Context: an optimization exercise on an open-source flow, tuned for small area. The choices shown serve that exercise and are no tape-out recipe. In this exercise RTL edits were held to simulation tests only and were not proved equivalent to the original. No activity file was given, so power comes from the tool's default toggle rates.

`design/flow/design.v`:
```
module mtmc16_alu (
    input  wire [1:0]  mode,
    input  wire [16:0] x,
    input  wire [16:0] y,
    input  wire        cin,
    output reg  [16:0] r
);
    wire [16:0] p = x ^ y;
    wire [16:0] g = x & y;
    wire [17:0] c;
    assign c[0] = cin;
    genvar i;
    generate
        for (i = 0; i < 17; i = i + 1) begin : g_c
            assign c[i + 1] = g[i] | (p[i] & c[i]);
        end
    endgenerate
    always @(*) begin
        case (mode)
            2'd0:    r = p ^ c[16:0];
            2'd1:    r = g;
            2'd2:    r = p | g;
            default: r = p;
        endcase
    end
endmodule
module mtmc16_core (
    input  wire        clk,
    input  wire        rst,
    input  wire [15:0] bp_init,
    output wire        mem_req,
    output wire        mem_we,
    output wire        mem_word,
    output wire [11:0] mem_addr,
    output wire [15:0] mem_wdata,
    input  wire        mem_gnt,
    input  wire        mem_rvalid,
    input  wire [15:0] mem_rdata,
    output wire [1:0]  status,
    output wire [2:0]  fault_cause,
    output wire [16:0] fault_info,
    input  wire [4:0]  dbg_sel,
    output wire [15:0] dbg_data
);
    localparam [5:0]
        S_F0   = 6'd0,    
        S_F1   = 6'd1,    
        S_F2   = 6'd2,    
        S_EX   = 6'd3,    
        S_A1   = 6'd4,    
        S_AL   = 6'd5,    
        S_NA2  = 6'd6,    
        S_NB   = 6'd7,    
        S_LOOP = 6'd8,    
        S_POST = 6'd9,    
        S_FIN1 = 6'd10,   
        S_FIN  = 6'd11,   
        S_WB   = 6'd12,   
        S_MW   = 6'd13,   
        S_M1   = 6'd14,   
        S_M2   = 6'd15,   
        S_MR   = 6'd16,   
        S_M3   = 6'd17,   
        S_PO2  = 6'd18,   
        S_PU   = 6'd19,   
        S_RD1  = 6'd20,   
        S_SP3  = 6'd21,   
        S_SP4  = 6'd22,   
        S_SW1  = 6'd23,   
        S_SW2  = 6'd24,   
        S_SW3  = 6'd25,   
        S_SW4  = 6'd26,   
        S_R1   = 6'd27,   
        S_R2   = 6'd28,   
        S_R3   = 6'd29,   
        S_R3B  = 6'd30,   
        S_R4   = 6'd31,   
        S_R5   = 6'd32,   
        S_R6   = 6'd33,   
        S_X1   = 6'd34,   
        S_X2   = 6'd35,   
        S_X3   = 6'd36,   
        S_R10  = 6'd37,   
        S_SE1  = 6'd38,   
        S_SE2  = 6'd39,   
        S_SE3  = 6'd40,   
        S_SE4  = 6'd41,   
        S_T1   = 6'd42,   
        S_JAL  = 6'd43,   
        S_ILL  = 6'd44,   
        S_DZ   = 6'd45,   
        S_INIT = 6'd46,   
        S_HF   = 6'd56;   
    localparam [1:0] X_0 = 2'd0, X_RP = 2'd1, X_A = 2'd2, X_C = 2'd3;
    localparam [1:0] Y_0 = 2'd0, Y_B = 2'd1, Y_IMM = 2'd2, Y_K = 2'd3;
    localparam [1:0] L_ADD = 2'd0, L_AND = 2'd1, L_OR = 2'd2, L_XOR = 2'd3;
    reg [15:0] rg [0:14];            
    reg [3:0]  off;
    reg [15:0] pc;
    reg        tflag;
    reg [15:0] ir;
    reg [15:0] A, B;
    reg [16:0] C;
    reg [5:0]  state;
    reg        wresp;                
    reg [3:0]  cnt;
    reg        fneg;
    wire       halted = (state[5:3] == 3'b111);    
    wire [3:0] ty = ir[15:12];
    wire [3:0] op = ir[11:8];
    wire [3:0] f1 = ir[7:4];
    wire [3:0] f0 = ir[3:0];
    wire c_alu  = (ty == 4'h1);
    wire c_memr = (ty[3:2] == 2'b01);
    wire c_sop  = (ty == 4'h2) && (op == 4'h7);
    wire [3:0] aop = c_alu ? ((op == 4'hF) ? f0 : op) : f1;
    wire a_mul   = (aop == 4'h2);
    wire a_div   = (aop == 4'h3);
    wire a_mod   = (aop == 4'h4);
    wire a_dm    = a_div | a_mod;
    wire a_shl   = (aop == 4'h8);
    wire a_shr   = (aop == 4'h9);
    wire a_sh    = a_shl | a_shr;
    wire a_mm    = (aop[3:1] == 3'b101);             
    wire a_lnot  = (aop == 4'hD);
    wire a_unary = (aop[3:2] == 2'b11);              
    wire ls_store = c_memr ? ty[1] : op[2];
    wire ls_byte  = c_memr ? ty[0] : op[1];
    reg  [3:0] ri;                   
    reg  [1:0] xsel, ysel, lmode;
    reg        yinv, ysgn, cin, xsh;
    reg  [1:0] imask;                
    reg        ldA, shA, ldB, ldC, wen, ldT, tval, yrd;
    reg        wpc;                  
    reg        mem_st, m_we, m_word;  
    reg        jmp, hold;
    reg  [5:0] jtgt;
    reg        ldcnt, ldneg, negval, ldIR;
    reg  [3:0] cntval;
    reg        do_halt;
    reg  [2:0] hcause;
    wire [3:0] rs   = halted ? dbg_sel[3:0] : ri;
    wire       rdis = halted & dbg_sel[4];
    wire [4:0] rdif = {1'b0, rs} - {1'b0, off};
    wire [3:0] phys = rdif[4] ? rdif[3:0] + 4'd15 : rdif[3:0];
    reg  [15:0] RP;
    integer k;
    always @(*) begin
        RP = (rs == 4'd15 && !rdis) ? pc : 16'd0;
        for (k = 0; k < 15; k = k + 1)
            RP = RP | (rg[k] & {16{phys == k && rs != 4'd15 && !rdis}});
    end
    wire [16:0] R;
    wire        Rz = (R[15:0] == 16'd0);
    wire sat  = (B[15:4] != 12'd0);
    wire dw   = (mem_rdata[15:12] == 4'h1 && mem_rdata[11:8] == 4'hF) ||
                (mem_rdata[15:12] == 4'h2 && mem_rdata[11:8] == 4'hF) ||
                (mem_rdata[15:12] == 4'h8 && mem_rdata[11:8] <= 4'h9);
    wire inr  = (C[16:12] == 5'd0) && !(m_word && C[11:0] == 12'hFFF);
    wire rdy  = wresp && mem_rvalid;                 
    reg cmp;
    always @(*) begin
        case (op[2:0])
            3'd0: cmp = Rz;
            3'd1: cmp = !Rz;
            3'd2: cmp = !R[16] && !Rz;
            3'd3: cmp = !R[16];
            3'd4: cmp = R[16];
            default: cmp = R[16] || Rz;
        endcase
    end
    always @(*) begin
        ri = f1; xsel = X_0; ysel = Y_0; lmode = L_ADD;
        yinv = 1'b0; ysgn = 1'b1; cin = 1'b0; xsh = 1'b0;
        imask = 2'd0;
        ldA = 1'b0; shA = 1'b0; yrd = 1'b0; ldB = 1'b0; ldC = 1'b0; wen = 1'b0; ldT = 1'b0; tval = 1'b0;
        wpc = 1'b0;
        mem_st = 1'b0; m_we = 1'b0; m_word = 1'b1;
        jmp = 1'b0; jtgt = S_F0; hold = 1'b0;
        ldcnt = 1'b0; cntval = 4'd0; ldneg = 1'b0; negval = 1'b0; ldIR = 1'b0;
        do_halt = 1'b0; hcause = 3'd0;
        case (state)
        S_F0: begin
            ri = 4'd15; xsel = X_RP; ldC = 1'b1;
        end
        S_F1: begin
            mem_st = 1'b1;
            xsel = X_C; ysel = Y_K;                      
            ldIR = rdy;
            if (rdy && dw) ldC = 1'b1;
            else if (rdy) begin wpc = 1'b1; jmp = 1'b1; jtgt = S_EX; end
        end
        S_F2: begin
            mem_st = 1'b1;
            xsel = X_C; ysel = Y_K;
            ldB = rdy; wpc = !wresp && inr && mem_gnt;    
        end
        S_EX: begin
            jmp = 1'b1;
            case (ty)
            4'h0: case (op)
                4'h0: begin ri = f0; xsel = X_RP; ldB = 1'b1; jtgt = S_M3; end  
                4'h2: begin xsel = X_RP; ysel = Y_IMM; wen = 1'b1; end           
                4'h3: begin xsel = X_RP; ysel = Y_IMM; yinv = 1'b1; cin = 1'b1;
                            wen = 1'b1; end                                     
                4'h4: begin ysel = Y_IMM; wen = 1'b1; end                        
                4'hF: ;                                                          
                4'h1: begin
                    if (ir[7:0] == 8'h00) begin
                        ldC = 1'b1; do_halt = 1'b1; hcause = 3'd0;              
                    end else if (ir[7:0] == 8'hFF) begin
                        ri = 4'd6; xsel = X_RP; ldC = 1'b1; jtgt = S_SE1;
                    end else jtgt = S_ILL;
                end
                default: jtgt = S_ILL;
            endcase
            4'h1: begin
                if (op == 4'hF && f0[3:2] == 2'b11) jtgt = S_ILL;
                else begin
                    if (op == 4'hF) ysel = Y_B;
                    else begin ri = f0; xsel = X_RP; end
                    ldB = 1'b1; jtgt = S_A1;
                end
            end
            4'h2: begin
                ri = f0; xsel = X_RP;
                case (op)
                4'h0: begin ri = f1; ldB = 1'b1; jtgt = S_PU; end             
                4'hF: jtgt = S_PU;                                            
                4'h1, 4'h2, 4'h3, 4'h6: begin ldC = 1'b1; jtgt = S_RD1; end   
                4'h5: begin ysel = Y_K; ldC = 1'b1; jtgt = S_RD1; end          
                4'h4: begin ysel = Y_K; wen = 1'b1; end                       
                4'h7: begin
                    if (f1 == 4'hF) jtgt = S_ILL;
                    else begin ldC = 1'b1; jtgt = S_RD1; end
                end
                default: jtgt = S_ILL;
                endcase
            end
            4'h3: begin
                if (op[2:1] == 2'b11) jtgt = S_ILL;
                else begin
                    if (op[3]) ysel = Y_IMM;
                    else begin ri = f0; xsel = X_RP; end
                    ldB = 1'b1; jtgt = S_T1;
                end
            end
            4'h4, 4'h5, 4'h6, 4'h7: begin
                xsel = X_RP; ldB = 1'b1; jtgt = S_M1;                         
            end
            4'h8: begin
                if (op >= 4'hA) jtgt = S_ILL;
                else if (op[3]) begin ysel = Y_B; wen = 1'b1; end              
                else begin
                    ri = f0; if (op[0]) xsel = X_RP;
                    ysel = Y_B; ldC = 1'b1; jtgt = S_M2;
                end
            end
            4'h9: begin ri = f0; xsel = X_RP; wpc = 1'b1; end                 
            4'hC, 4'hD, 4'hE: begin
                ysel = Y_IMM; imask = 2'd1;
                wpc = (ty == 4'hC) || (ty == 4'hD && !tflag) || (ty == 4'hE && tflag);
            end
            4'hF: begin
                ri = 4'd11; xsel = X_C; ysel = Y_K; wen = 1'b1; jtgt = S_JAL;   
            end
            default: jtgt = S_ILL;
            endcase
        end
        S_JAL: begin
            ysel = Y_IMM; imask = 2'd1; wpc = 1'b1; jmp = 1'b1;
        end
        S_ILL: begin
            ysel = Y_IMM; imask = 2'd2; ldC = 1'b1; do_halt = 1'b1; hcause = 3'd3;
        end
        S_DZ: begin
            ysel = Y_IMM; imask = 2'd2; ldC = 1'b1; do_halt = 1'b1; hcause = 3'd4;
        end
        S_SE1: begin
            mem_st = 1'b1; m_word = 1'b0; ldB = rdy;
        end
        S_SE2: begin
            ysel = Y_B; jmp = Rz; jtgt = S_SE4;
        end
        S_SE3: begin
            xsel = X_C; cin = 1'b1; ldC = 1'b1; jmp = 1'b1; jtgt = S_SE1;
        end
        S_SE4: begin
            ri = 4'd6; xsel = X_RP; ldC = 1'b1; do_halt = 1'b1; hcause = 3'd2;
        end
        S_A1: begin
            xsel = X_RP; ldA = 1'b1;                                 
        end
        S_AL: begin
            xsel = X_A; ysel = Y_B; jmp = 1'b1;
            case (aop)
            4'h1: begin yinv = 1'b1; cin = 1'b1; end
            4'h5: lmode = L_AND;
            4'h6: lmode = L_OR;
            4'h7: lmode = L_XOR;
            4'hC, 4'hE: begin lmode = L_XOR; ysel = Y_0; yinv = 1'b1; end   
            default: ;
            endcase
            if (a_mul || a_sh) begin                                 
                xsel = X_0; ysel = Y_0; ldC = 1'b1; ldcnt = 1'b1;
                cntval = a_shl ? (sat ? 4'd0 : B[3:0]) : a_shr ? (4'd0 - B[3:0]) : 4'd0;
                ldneg = 1'b1; negval = a_shr & A[15] & sat;
                jtgt = a_shl ? ((!sat && B[3:0] == 4'd0) ? S_FIN : S_LOOP) :
                               ((a_shr && sat) ? S_FIN1 : S_LOOP);
            end else if (a_dm) begin                                 
                lmode = L_XOR; ysel = Y_0; yinv = A[15]; ldA = 1'b1;
                ldneg = 1'b1; negval = a_div ? (A[15] ^ B[15]) : A[15];
                ldcnt = 1'b1; cntval = 4'd0; jmp = 1'b0;
            end else if (a_mm) begin
                yinv = 1'b1; cin = 1'b1;                             
                ldT = 1'b1; tval = aop[0] ? !R[16] : (R[16] || Rz);
                jtgt = S_FIN;
            end else if (a_lnot) begin
                ysel = Y_0; ldT = 1'b1; tval = Rz; jtgt = S_FIN;
            end else if (aop == 4'hE) begin                          
                ldA = 1'b1; jtgt = S_FIN;
            end else begin
                ldB = 1'b1; ldT = 1'b1; tval = !Rz; jtgt = S_WB;
            end
        end
        S_NA2: begin                                                 
            xsel = X_A; cin = fneg ^ (a_div & B[15]); ldA = 1'b1;
        end
        S_NB: begin                                                  
            ysel = Y_B; yinv = B[15]; cin = B[15]; ldB = 1'b1;
            jmp = Rz; jtgt = S_DZ;
        end
        S_LOOP: begin
            xsel = X_C; xsh = 1'b1; ldC = 1'b1; shA = 1'b1;
            if (a_mul) ysel = A[15] ? Y_B : Y_0;
            else if (a_dm) begin ysel = Y_B; ysgn = 1'b0; yinv = !C[16]; cin = !C[16]; end
            hold = (cnt != 4'd1);
            jmp = !a_mod; jtgt = S_FIN1;
        end
        S_POST: begin
            xsel = X_C; ysel = C[16] ? Y_B : Y_0; ysgn = 1'b0; ldC = 1'b1;
        end
        S_FIN1: begin
            lmode = L_XOR; xsel = (a_mul || a_mod || a_shr) ? X_C : X_A;
            yinv = fneg & (a_dm | a_sh); ldA = 1'b1;
        end
        S_FIN: begin
            ldB = 1'b1; ldT = 1'b1; tval = !Rz;
            if (a_lnot) cin = tflag;
            else if (a_mm) begin
                if (tflag) xsel = X_A; else ysel = Y_B;
            end else begin
                xsel = X_A; cin = (fneg & a_dm) | (aop == 4'hE);
            end
        end
        S_WB: begin
            if (c_alu) begin ysel = Y_B; wen = 1'b1; jmp = 1'b1; end
            else if (!a_unary) begin
                ri = f0; xsel = X_RP; ysel = Y_K; ldC = 1'b1; wen = 1'b1;
            end
        end
        S_MW: begin
            mem_st = 1'b1; m_we = 1'b1; m_word = !((c_memr || ty == 4'h8) && ls_byte);
            jmp = 1'b1;
        end
        S_M1: begin
            ri = op; xsel = X_RP; ysel = Y_B; ldC = 1'b1;
        end
        S_M2: begin
            ri = c_memr ? f0 : f1; xsel = X_RP; ldB = ls_store;
            jmp = ls_store; jtgt = S_MW;
        end
        S_MR: begin
            mem_st = 1'b1; m_word = !ls_byte; ldB = rdy;
        end
        S_M3: begin
            ri = c_memr ? f0 : f1; ysel = Y_B; wen = 1'b1; jmp = 1'b1;
        end
        S_PO2: begin
            ri = f0; xsel = X_C; ysel = Y_K; wen = 1'b1; jmp = 1'b1; jtgt = S_M3;
        end
        S_PU: begin
            ri = f0; xsel = X_RP; ysel = Y_K; yinv = 1'b1; cin = 1'b1;
            ldC = 1'b1; wen = 1'b1; jmp = 1'b1; jtgt = S_MW;
        end
        S_RD1: begin
            mem_st = 1'b1;
            if ((op == 4'h3) || (op == 4'h6) || (c_sop && a_unary)) ldA = rdy;
            else ldB = rdy;
            jmp = (op == 4'h1) || (op == 4'h2) || (op == 4'h5) || (c_sop && a_unary);
            jtgt = (op == 4'h1) ? S_PO2 : c_sop ? S_AL : S_PU;
        end
        S_SP3: begin
            xsel = X_C; ysel = Y_K; ldC = 1'b1;
        end
        S_SP4: begin
            mem_st = 1'b1;
            if (c_sop) ldA = rdy; else ldB = rdy;
            jmp = (op != 4'h3); jtgt = c_sop ? S_AL : S_R1;
        end
        S_SW1: begin
            xsel = X_C; ysel = Y_K; yinv = 1'b1; cin = 1'b1; ldC = 1'b1;
        end
        S_SW2: begin
            mem_st = 1'b1; m_we = 1'b1;
        end
        S_SW3: begin
            xsel = X_C; ysel = Y_K; ldC = 1'b1;
        end
        S_SW4: begin
            xsel = X_A; ldB = 1'b1; jmp = 1'b1; jtgt = S_MW;
        end
        S_R1: begin
            xsel = X_C; ysel = Y_K; ldC = 1'b1;
        end
        S_R2: begin
            mem_st = 1'b1; ldB = rdy;
        end
        S_R3, S_R3B: begin
            xsel = X_C; ysel = Y_K; yinv = 1'b1; cin = 1'b1; ldC = 1'b1;
        end
        S_R4: begin
            mem_st = 1'b1; m_we = 1'b1;
        end
        S_R5: begin
            xsel = X_C; ysel = Y_K; ldC = 1'b1;
        end
        S_R6: begin
            mem_st = 1'b1; ldB = rdy;
        end
        S_X1: begin xsel = X_A; ysel = Y_B; lmode = L_XOR; ldA = 1'b1; end
        S_X2: begin xsel = X_A; ysel = Y_B; lmode = L_XOR; ldB = 1'b1; end
        S_X3: begin
            xsel = X_A; ysel = Y_B; lmode = L_XOR; ldA = 1'b1;
        end
        S_R10: begin
            mem_st = 1'b1; m_we = 1'b1; jmp = 1'b1; jtgt = S_SW3;
        end
        S_T1: begin
            xsel = X_RP; ysel = Y_B; yinv = 1'b1; cin = 1'b1;
            ldT = 1'b1; tval = cmp; jmp = 1'b1;
        end
        S_INIT: begin
            ysel = Y_K; ldT = 1'b1;                          
            hold = (off != 4'd14); jmp = 1'b1;
        end
        default: begin
            hold = 1'b1;
        end
        endcase
        if (mem_st) begin
            if (!wresp) begin
                if (!inr) begin
                    do_halt = 1'b1; hcause = 3'd1;
                end else if (!(mem_gnt && m_we)) hold = 1'b1;
            end else if (!mem_rvalid) hold = 1'b1;
        end
        if (mem_st && rdy && state != S_F1) begin
            xsel = X_0; yrd = 1'b1; lmode = L_ADD; yinv = 1'b0; cin = 1'b0;
        end
        if (wen && ri != 4'd15 && phys != 4'd0) hold = 1'b1;
        if (rst) begin
            xsel = X_0; ysel = Y_0; lmode = L_ADD; yinv = 1'b0; cin = 1'b0;
            wpc = 1'b1;
        end
    end
    wire [5:0] nxt = do_halt ? S_HF + {3'd0, hcause} : jmp ? jtgt : state + 6'd1;
    reg [16:0] X, Y;
    reg [15:0] imm;
    always @(*) begin
        case (xsel)
            X_0:  X = 17'd0;
            X_RP: X = {RP[15], RP};
            X_A:  X = {A[15], A};
            default: X = xsh ? {C[15:0] & {16{cnt != 4'd0}}, A[15] & !a_mul} : C;
        endcase
        case (imask)
            2'd0:    imm = {12'd0, ir[3:0]};
            2'd1:    imm = {4'd0, ir[11:0]};
            default: imm = ir;
        endcase
        case (ysel)
            Y_0:   Y = 17'd0;
            Y_B:   Y = {B[15] & ysgn, B};
            Y_IMM: Y = {1'b0, imm};
            default: Y = (state == S_INIT) ? ((off == 4'd14) ? {1'b0, bp_init} :
                                              {4'd0, off == 4'd13, 12'd0}) : 17'd2;
        endcase
        if (yrd) Y = {1'b0, mem_rdata[15:8] | {8{!m_word & mem_rdata[7]}}, mem_rdata[7:0]};
        Y = Y ^ {17{yinv}};
    end
    mtmc16_alu u_alu (.mode(lmode), .x(X), .y(Y), .cin(cin), .r(R));
    assign mem_req     = mem_st && !wresp && inr;
    assign mem_we      = m_we;
    assign mem_word    = m_word;
    assign mem_addr    = C[11:0];
    assign mem_wdata   = B;
    assign status      = !halted ? 2'd0 : (state[2:0] == 3'd0) ? 2'd1 :
                         (state[2:0] == 3'd3) ? 2'd3 : 2'd2;
    assign fault_cause = state[2:0] & {3{halted}};
    assign fault_info  = C & {17{halted}};
    assign dbg_data    = {RP[15:1], RP[0] | (tflag & halted & dbg_sel == 5'd16)};
    wire [15:0] WD = R[15:0];
    integer gi;
    always @(posedge clk) begin
        for (gi = 0; gi < 14; gi = gi + 1)
            rg[gi] <= rg[gi + 1];
        rg[14] <= ((wen && phys == 4'd0) || state == S_INIT) ? WD : rg[0];
        off <= (rst || off == 4'd14) ? 4'd0 : off + 4'd1;
        if (wpc || (wen && ri == 4'd15)) pc <= WD;
    end
    always @(posedge clk) begin
        if (rst) begin
            state  <= S_INIT;
            wresp  <= 1'b0;
        end else begin
            if (do_halt || !hold) state <= nxt;
            if (mem_st && !wresp && inr && mem_gnt && !m_we) wresp <= 1'b1;
            if (rdy) wresp <= 1'b0;
            if (ldT) tflag <= tval;
        end
    end
    always @(posedge clk) begin
        if (ldIR) ir <= mem_rdata;
        if (ldA) A <= R[15:0];
        else if (shA) A <= {A[14:0], a_dm & !R[16]};
        if (ldB) B <= R[15:0];
        if (ldC) C <= R;
        if (ldcnt) cnt <= cntval;
        else if (shA) cnt <= cnt - 4'd1;
        if (ldneg) fneg <= negval;
    end
endmodule
```
`design/flow/flow/run.sh`:
```
#!/bin/bash
# Layout flow: the standard ORFS flow (standard.sh), changed in three ways:
#  - synthesis maps the logic with an area-oriented ABC script (flow/abc_area.script)
#    instead of ORFS's delay-oriented one, and does not extract half/full adder
#    cells first (ADDER_MAP_FILE empty); everything else in synthesis is ORFS's
#    and the standard flow's own script (synth_recipe.tcl), so the registers are the standard ones;
#  - the port buffers are unit-size buffers;
#  - clock tree synthesis clusters up to 20 flip-flops per clock buffer and adds
#    no dummy loads.
# Each tool's output goes to a log file in this folder.
set -euo pipefail
HERE=$(pwd)
S=$FLOW_HOME/scripts
sed "s|\$::env(SCRIPTS_DIR)/abc_speed.script|$HERE/flow/abc_area.script|" \
    $S/synth_preamble.tcl > $HERE/my_synth_preamble.tcl
sed "s|\$::env(SCRIPTS_DIR)/synth_preamble.tcl|$HERE/my_synth_preamble.tcl|" \
    $S/synth.tcl > $HERE/my_synth.tcl
sed "s|\$::env(SCRIPTS_DIR)/synth.tcl|$HERE/my_synth.tcl|" synth_recipe.tcl > $HERE/my_synth_recipe.tcl
grep -q "$HERE/flow/abc_area.script" my_synth_preamble.tcl
grep -q "$HERE/my_synth_preamble.tcl" my_synth.tcl
grep -q "$HERE/my_synth.tcl" my_synth_recipe.tcl
sed "s|SYNTH_SCRIPT=[^ ]*|SYNTH_SCRIPT=$HERE/my_synth_recipe.tcl|" standard.sh > $HERE/my_standard.sh
grep -q "SYNTH_SCRIPT=$HERE/my_synth_recipe.tcl" my_standard.sh
bash my_standard.sh \
    "ADDER_MAP_FILE=" \
    "BUFFER_PORTS_ARGS=-buffer_cell sky130_fd_sc_hd__buf_1" \
    "CTS_ARGS=-sink_clustering_enable -repair_clock_nets -dont_use_dummy_load -sink_clustering_size 20 -sink_clustering_max_diameter 100 -buf_list {sky130_fd_sc_hd__clkbuf_8 sky130_fd_sc_hd__clkbuf_16}" \
    finish > $HERE/flow_make.log 2>&1
```
`design/flow/flow/abc_area.script`:
```
strash
&get -n
&fraig -x
&put
dc2
strash
dch -f
amap
strash
dch -f
amap
```
`design/flow/standard.sh`:
```
#!/bin/bash
# synth_recipe.tcl (not shown) runs the flow's synth.tcl, then flattens the netlist and writes it again
# the make line also repeats each setting of config.mk as NAME=value (left out here)
make -C /OpenROAD-flow-scripts/flow DESIGN_CONFIG=/design/flow/config.mk WORK_HOME=/design/flow/orfs CLKGATE_MAP_FILE= SYNTH_SCRIPT=/design/flow/synth_recipe.tcl "${@:-finish}"
```
`design/flow/config.mk`:
```
export PLATFORM = sky130hd
export DESIGN_NAME = mtmc16_core
export DESIGN_NICKNAME = mtmc16_core
export VERILOG_FILES = /design/flow/design.v
export SDC_FILE = /design/flow/constraint.sdc
export NUM_CORES = 4
export LEC_CHECK = 0
export CAP_MARGIN = 20
export CORE_MARGIN = 2
export CORE_UTILIZATION = 40
export SLEW_MARGIN = 20
```
`design/flow/constraint.sdc`:
```
create_clock -name core_clock -period 45.0 [get_ports {clk}]
set_input_delay 9.0000 -clock core_clock [delete_from_list [all_inputs] [get_ports {clk}]]
set_output_delay 9.0000 -clock core_clock [all_outputs]
set_load 0.01 [all_outputs]
```
==> impl_metrics.tcl, run 1 <==
set metrics [dict create \
    min-delay-start "rg[5][11]$_DFF_P_" \
    holdBufCountCts 0 \
    synth-async-reset-ratio 0 \
    r2r_setup_slack_ns 28.65 \
    worstSetupPathType "in -> out" \
    cts.clk_slew.worst_paths_ns 0.08 \
    min_to "rg[4][11]$_DFF_P_" \
    syn2layout_area_growth_pct 12.49 \
    worstPathArrival_ns 13.48 \
    ys_ff_latch 338 \
    grt_max_degree 35 \
    maxSlewHeadroom 0.2207 \
    ys_top_cells_by_area "dfxtp_1 34%, edfxtp_1 18%, nor2_1 7.6%" \
    synth_top_cell_by_area "dfxtp_1" \
    maxSlewViolCount 0 \
    vias 14240 \
    synthTopCellsByCount "295 x nor2_1, 251 x dfxtp_1, 185 x clkinv_1, 115 x nand2_1, 115 x o21ai_0" \
    reg2regPathDepth 79 \
    critPathTopFamily "compound AO/OA/AOI/OAI gates" \
    min_path_cells 0 \
    place.gp.congestion 1.009 \
    min_path_type "reg -> reg" \
    die_area_sq_um 38090 \
    grt_antenna_before_repair 0 \
    yosys_warnings 3 \
    cts_sinks 338 \
    slowest_stage "a2111oi_0" \
    totalWireLength_um 56550 \
    fmax_mhz 44.48 \
    nFillCells 3643 \
    finalSetupTns_ns 0 \
    grt_pass1_vias 13780 \
    row_count 70 \
    io_pins 110 \
    p_leak_nw 5.651 \
    max_stage_delay_ns 0.63 \
    wl_per_cell_um 24.62 \
    worst_setup_path_start_kind "input pin" \
    final_cell_area_sq_um 16440 \
    cp-end-kind "primary output" \
    ctsRootBufferMaster "clkbuf_16" \
    numCtsBuffers 22 \
    cp_num_buf_inv 7 \
    cts.path.max_buffers 3 \
    start_util 0.4032 \
    drv_cap 0 \
    synthesis.nets 1705 \
    ctsResizeCount 0 \
    synth.distinct_cells 48 \
    synth_edf_count 87 \
    synthFlopType "dfxtp_1" \
    worst_slew_pin_slew_ns 1.158 \
    yosysSeqAreaShare 0.5224 \
    drc 0 \
    status "timing/DRC/antenna clean" \
    syn_avg_cell_area_sq_um 8.785 \
    grt_pass1_wl_um 85040 \
    grt_remaining_overflow 0 \
    cts_tree "built" \
    nets 1872 \
    dp_hpwl_um 42360 \
    die_y_um 195.2 \
    port_buffers 109 \
    synth_cells 1664 \
    drtPass1Iterations 6 \
    period_share 0.4996 \
    grt_usage 0.2916 \
    setup_viol_count_final 0 \
    diodes 0 \
    coreArea_sq_um 36260 \
    worstReg2RegStart "ir[9]$_DFFE_PP_" \
    clk_latency_ns 0.56 \
    worstPathRequired_ns 36.00 \
    vdd.ir_drop.worst_uv 30.92 \
    final-hold-violation-count 0 \
    skew_ns 0.09181 \
    drive_above_1_share 0.03991 \
    h-tree-depth 1 \
    rsz0062_at_grt "no" \
    min_period_ns 22.48 \
    powerDensity_nw_per_um2 82.77 \
    yosys.area.top_type_share 0.3437 \
    synth_area_sq_um 14620 \
    viasPerCell 6.201 \
    cp_max_fo 15 \
    synth.most_common_cell "nor2_1" \
    drt_iter0_drc 1667 \
    r2r_end "state[1]$_SDFFE_PP1P_" \
    die_w_um 195.2 \
    post_dp_cell_area_sq_um 15890 \
    post_cts_buffers 0 \
    final_antenna_net_count 0 \
]
-- placed cells by master, fill, tap and decap left out, types with 17 or more instances in the layout --
cell       instances
a222oi_1          44
o21ai_0          111
edfxtp_1          87
o22ai_1           73
buf_4             46
nand2_1          115
dfxtp_1          251
o32a_1            17
buf_1            109
clkinv_1         185
a22oi_1           34
nand4_1           20
nor2_1           295
nor2b_1           18
nor4_1            29
nor3_1            48
nand3_1           41
a21oi_1          106
clkbuf_16         22
-- power breakdown --
group	switching, mW	total, mW	internal [mW]
Clock	0.0979	0.185	0.0867
Sequential	0.0784	0.551	0.473
Combinational	0.429	0.625	0.196
Total	0.605	1.36	0.756
-- logic make-up (layout without fill, tap and decap cells) --
| family | after synthesis | after routing | share of synthesized area |
|---|---|---|---|
| simple gates | 616 | 616 | 0.1874 |
| compound gates | 513 | 513 | 0.2365 |
| flops | 338 | 338 | 0.5224 |
| buf+inv | 197 | 362 | 0.05366 |
-- metrics by stage --
stage                     utilization  power (mW)  setup WS (ns)  hold slack, ns  std cells
after CTS                      0.4535       1.352          22.62          0.3078       2297
after global routing           0.4535       1.438          21.90          0.3191       2297
after global placement         0.4383       1.159          22.80          0.3284       2275
after floorplan                     -      0.8968          23.48          0.3235       1664
after detailed placement       0.4383       1.166          22.63          0.3326       2275
final                          0.4535       1.361          22.52          0.3011       2297
-- registers in the layout, summed over array words and instances, names as in the netlist --
signal / flops
A: 16
B: 16
C: 17
cnt: 4
fneg: 1
ir: 16
off: 4
pc: 16
rg: 240
state: 6
tflag: 1
wresp: 1
-- worst max-delay path by stage --
stage	start	to	slack, ns	cells past startpoint
floorplan	dbg_sel[1]	dbg_data[12]	23.48	23
global placement	dbg_sel[1]	dbg_data[12]	22.80	27
detailed placement	dbg_sel[1]	dbg_data[12]	22.63	27
CTS	dbg_sel[1]	dbg_data[12]	22.62	27
global route	dbg_sel[1]	dbg_data[12]	21.90	27
finish	dbg_sel[1]	dbg_data[12]	22.52	27
-- metal layers --
layer,track usage,routed length [um],up-vias
li1,-,-,6530
met1,0.3805,23550,6799
met2,0.4880,26210,754
met3,0.03851,4183,160
met4,0.1227,2603,0
met5,0,0,-
-- cell type report --
| type | instances | area [sq um] | share of cell area |
|---|---|---|---|
| repair buffers | 155 | 754.5 | 0.04588 |
| inverters | 185 | 694.4 | 0.04223 |
| flip-flops and latches | 338 | 7637 | 0.4644 |
| well taps | 468 | 585.6 | 0.03561 |
| clock buffers | 22 | 550.5 | 0.03348 |
| multi-input cells | 1129 | 6222 | 0.3784 |
==> inputs of run 2 (changes only) <==
--- a/design/flow/flow/run.sh
+++ b/design/flow/flow/run.sh
@@ -5,7 +5,8 @@
 #    cells first (ADDER_MAP_FILE empty); everything else in synthesis is ORFS's
 #    and the standard flow's own script (synth_recipe.tcl), so the registers are the standard ones;
 #  - the port buffers are unit-size buffers;
-#  - clock tree synthesis clusters up to 20 flip-flops per clock buffer and adds
+#  - clock tree synthesis clusters up to 16 flip-flops within 60 um per clock
+#    buffer (clkbuf_8) and adds
 #    no dummy loads.
 # Each tool's output goes to a log file in this folder.
 set -euo pipefail
@@ -24,5 +25,5 @@
 bash my_standard.sh \
     "ADDER_MAP_FILE=" \
     "BUFFER_PORTS_ARGS=-buffer_cell sky130_fd_sc_hd__buf_1" \
-    "CTS_ARGS=-sink_clustering_enable -repair_clock_nets -dont_use_dummy_load -sink_clustering_size 20 -sink_clustering_max_diameter 100 -buf_list {sky130_fd_sc_hd__clkbuf_8 sky130_fd_sc_hd__clkbuf_16}" \
+    "CTS_ARGS=-sink_clustering_enable -repair_clock_nets -dont_use_dummy_load -sink_clustering_size 16 -sink_clustering_max_diameter 60 -buf_list {sky130_fd_sc_hd__clkbuf_8}" \
     finish > $HERE/flow_make.log 2>&1
==> design/flow/flow/abc_area.script (replaced) <==
strash
&get -n
&fraig -x
&put
dc2
strash
&get -n
&deepsyn -T 40
&put
dch -f
amap
strash
dch -f
amap
==> run 2 against run 1 <==
  * Sequential power about the same
  * Clock power decreased by about 20%
  * Non-clock buffer count shrank 12
  * Area after synthesis down 2.6%
  * Sequential share of layout area up 1.7 points
  * Design area down 3.6%
  * Global-route usage grew 0.52 points
  * Largest cell class unchanged
  * Highest routed layer unchanged
==> impl_metrics.tcl, run 2 <==
set metrics [dict create \
    status "timing/DRC/antenna clean" \
    fin_util 0.4489 \
    die_y_um 192.7 \
    synthSimpleGateAreaFrac 0.1960 \
    reg_top3 "rg (240), C (17)" \
    drv_cap 0 \
    min_to "rg[0][2]$_DFF_P_" \
    maxSlewHeadroom 0.1905 \
    fmax_mhz 45.87 \
    start_util 0.4032 \
    holdBufCountCts 0 \
    final-hold-violation-count 0 \
    coreArea_sq_um 35310 \
    grt_usage 0.2968 \
    grt_max_degree 28 \
    setup_viol_count_final 0 \
    min-delay-start "rg[1][2]$_DFF_P_" \
    synthTopCellsByCount "285 x nor2_1, 251 x dfxtp_1, 135 x nand2_1, 131 x clkinv_1, 97 x o21ai_0" \
    synth_area_sq_um 14240 \
    reg2regPathDepth 70 \
    diodes 0 \
    synthAdderAreaFrac 0 \
    port_buffers 109 \
    h-tree-depth 1 \
    worstPathArrival_ns 12.80 \
    total_power_mw 1.321 \
    synth_top_cell_by_area "dfxtp_1" \
    grt_pass1_vias 13160 \
    drtPass1Iterations 7 \
    synthFlopType "dfxtp_1" \
    post_cts_buffers 0 \
    viasPerCell 6.241 \
    cts.clk_slew.worst_paths_ns 0.09 \
    cts.path.max_buffers 3 \
    synth.most_common_cell "nor2_1" \
    syn_avg_cell_area_sq_um 9.040 \
    totalWireLength_um 56120 \
    layout_common_cells "284 x nor2_1, 251 x dfxtp_1, 135 x nand2_1, 131 x clkinv_1, 109 x buf_1" \
    timing.hold.ws_ns 0.3208 \
    synth_top_family_by_area "compound AO/OA/AOI/OAI gates" \
    slowest_stage "a21oi_1" \
    yosys_warnings 3 \
    synthesis.nets 1616 \
    nets 1777 \
    cp-end-kind "primary output" \
    r2r_setup_slack_ns 27.07 \
    die_area_sq_um 37120 \
    place.gp.congestion 0.9861 \
    period_share 0.4845 \
    drt_iter0_drc 1294 \
    cp_max_fo 16 \
    drc 0 \
    r2r_end "state[1]$_SDFFE_PP1P_" \
    skew_ns 0.06709 \
    dp_hpwl_um 40920 \
    synth_cells 1575 \
    worstReg2RegStart "ir[13]$_DFFE_PP_" \
    layout_commonest_cell "nor2_1" \
    nFillCells 3494 \
    die_w_um 192.7 \
    rsz0062_at_grt "no" \
    grt_remaining_overflow 0 \
    clk_latency_ns 0.60 \
    path_cells "buf_1, nor2_1, a21oi_1, nor2_1, clkinv_1, nand2_1, o21ai_0, nand2_1, o21ai_0, nand2_1, o21ai_0, nor3_1, nor2_1, a21oi_1, nor3_4, buf_4, a222oi_1, nand2_1, a2111oi_0, nand4_1, buf_1" \
    powerDensity_nw_per_um2 83.34 \
    worstSetupPathType "in -> out" \
    drive_above_1_share 0.04268 \
    cts_tree "built" \
    maxSlewViolCount 0 \
    ys_top_cells_by_area "dfxtp_1 35%, edfxtp_1 18%, nor2_1 7.5%" \
    yosys-mux-area-fraction 0 \
    vias 13700 \
    min_path_type "reg -> reg" \
    largest-register "rg" \
    synth-async-reset-ratio 0 \
    min_path_cells 0 \
    synth_edf_count 87 \
    cts_sinks 338 \
    ctsRootBufferMaster "clkbuf_8" \
    max_stage_delay_ns 0.69 \
    final_antenna_net_count 0 \
    worstPathRequired_ns 36.00 \
    crit_top_cell "nand2_1" \
    yosys.area.top_type_share 0.3529 \
    min_period_ns 21.80 \
    grt_antenna_before_repair 0 \
    synth.distinct_cells 52 \
    row_count 69 \
    largest_register_ffs 240 \
    wl_per_cell_um 25.57 \
    numCtsBuffers 28 \
    worst_setup_path_start_kind "input pin" \
    io_pins 110 \
    grt_pass1_wl_um 82020 \
    finalSetupTns_ns 0 \
    synth-compound-area-share 0.2267 \
    ctsResizeCount 0 \
    vdd.ir_drop.worst_uv 41.27 \
    yosysSeqAreaShare 0.5364 \
    synth_xor_xnor_area_share 0 \
    p_leak_nw 5.541 \
    syn2layout_area_growth_pct 11.32 \
    ys_ff_latch 338 \
    worst_slew_pin_slew_ns 1.211 \
]
==> run 2: cell count changes in the layout (fill, tap and decap cells not counted), moves of 12 or more <==
| cell | change |
|---|---|
| nor2b_1 | +14 |
| clkbuf_16 | -22 |
| o22a_1 | +21 |
| nand2_1 | +20 |
| buf_4 | -12 |
| a21oi_1 | -12 |
| o22ai_1 | -55 |
| clkbuf_8 | +28 |
| o21ai_0 | -16 |
| nor4_1 | -16 |
| a22o_1 | +13 |
| clkinv_1 | -54 |
==> run 2: power breakdown <==
group | internal (mW) | leakage, nW | switching (mW) | total (mW)
clock | 0.0552 | 0.201 | 0.0928 | 0.148
combinational | 0.186 | 2.42 | 0.436 | 0.622
sequential | 0.467 | 2.92 | 0.0845 | 0.551
==> run 2: critical path, delay by kind of cell <==
family                 cells  cell delay [ns]
AOI/OAI and AO/OA          7             1.84
buffers and inverters      4             0.62
and+or+nand+nor           10             1.33
==> run 2: worst max path at each step <==
stage / slack (ns) / endpoint / from / cells past startpoint
2_1_floorplan: 23.64 / dbg_data[11] / dbg_sel[0] / 20
3_3_place_gp: 23.41 / dbg_data[0] / dbg_sel[0] / 21
3_5_place_dp: 23.34 / dbg_data[0] / dbg_sel[0] / 22
4_1_cts: 23.29 / dbg_data[0] / dbg_sel[0] / 22
5_1_grt: 22.28 / state[1]$_SDFFE_PP1P_ / dbg_sel[0] / 64
6_report: 23.20 / dbg_data[9] / dbg_sel[0] / 21
==> run 2: stage by stage <==
step | cells | instance area [sq um] | worst slack (ns)
after floorplan | 1575 | 14240 | 23.64
after CTS | 2195 | 15850 | 23.29
after global placement | 2167 | 15460 | 23.41
final | 2195 | 15850 | 23.20
after global routing | 2195 | 15850 | 22.28
after detailed placement | 2167 | 15460 | 23.34
==> run 2: per-layer routing <==
| layer | GRT usage | part of all wire | vias up |
|---|---|---|---|
| met5 | 0 | 0 | - |
| met4 | 0.1688 | 0.062 | 0 |
| met3 | 0.05165 | 0.088 | 189 |
| met2 | 0.4904 | 0.46 | 773 |
| met1 | 0.3658 | 0.39 | 6572 |
| li1 | - | - | 6166 |
==> run 2: kinds of logic (layout without fill, tap and decap cells) <==
| logic type | Yosys count | after routing |
|---|---|---|
| compound gates | 465 | 465 |
| buf+inv | 143 | 302 |
| flops | 338 | 338 |
| simple gates | 629 | 629 |
==> run 2: cell type report <==
cell class	count	area, sq um	area share
clock buffer	28	385.4	0.02432
inverter	131	491.7	0.03103
multi-input combinational	1094	6093	0.3845
sequential	338	7637	0.4819
tap	461	576.8	0.03639
timing repair buffer	143	664.4	0.04192

[separate check: timing with driven ports]
In the flow no input, the clock included, has a driving cell. The finished layouts below were timed again as built, in two steps.
Step 1 sets driving cells, clkbuf_16 on the clock port and buf_2 on the other inputs (assumed; they add their load-dependent delay and slew).
Step 2 times the ports against the registers' clock, not the clock port: input delays grow and output delays shrink by t, the midpoint of the rising clock arrivals with the driver on.
Slacks: ideal / step 1 / step 2; pairs: ideal / step 1.
run	shift t [ns]	setup WS [ns]	worst hold slack (ns)	worst setup path after step 2	latest minus earliest clock arrival (ns)
run 1	0.562	22.519 / 22.498 / 22.498	0.301 / 0.301 / 0.301	input to output	0.092 / 0.092
run 2	0.609	23.199 / 23.175 / 22.881	0.321 / 0.321 / 0.321	input to register	0.067 / 0.067
After both steps setup and hold are still met in every run listed. The setup slack of run 2, which loses most, moves by -0.024 ns with the drivers and by -0.318 ns with both steps.
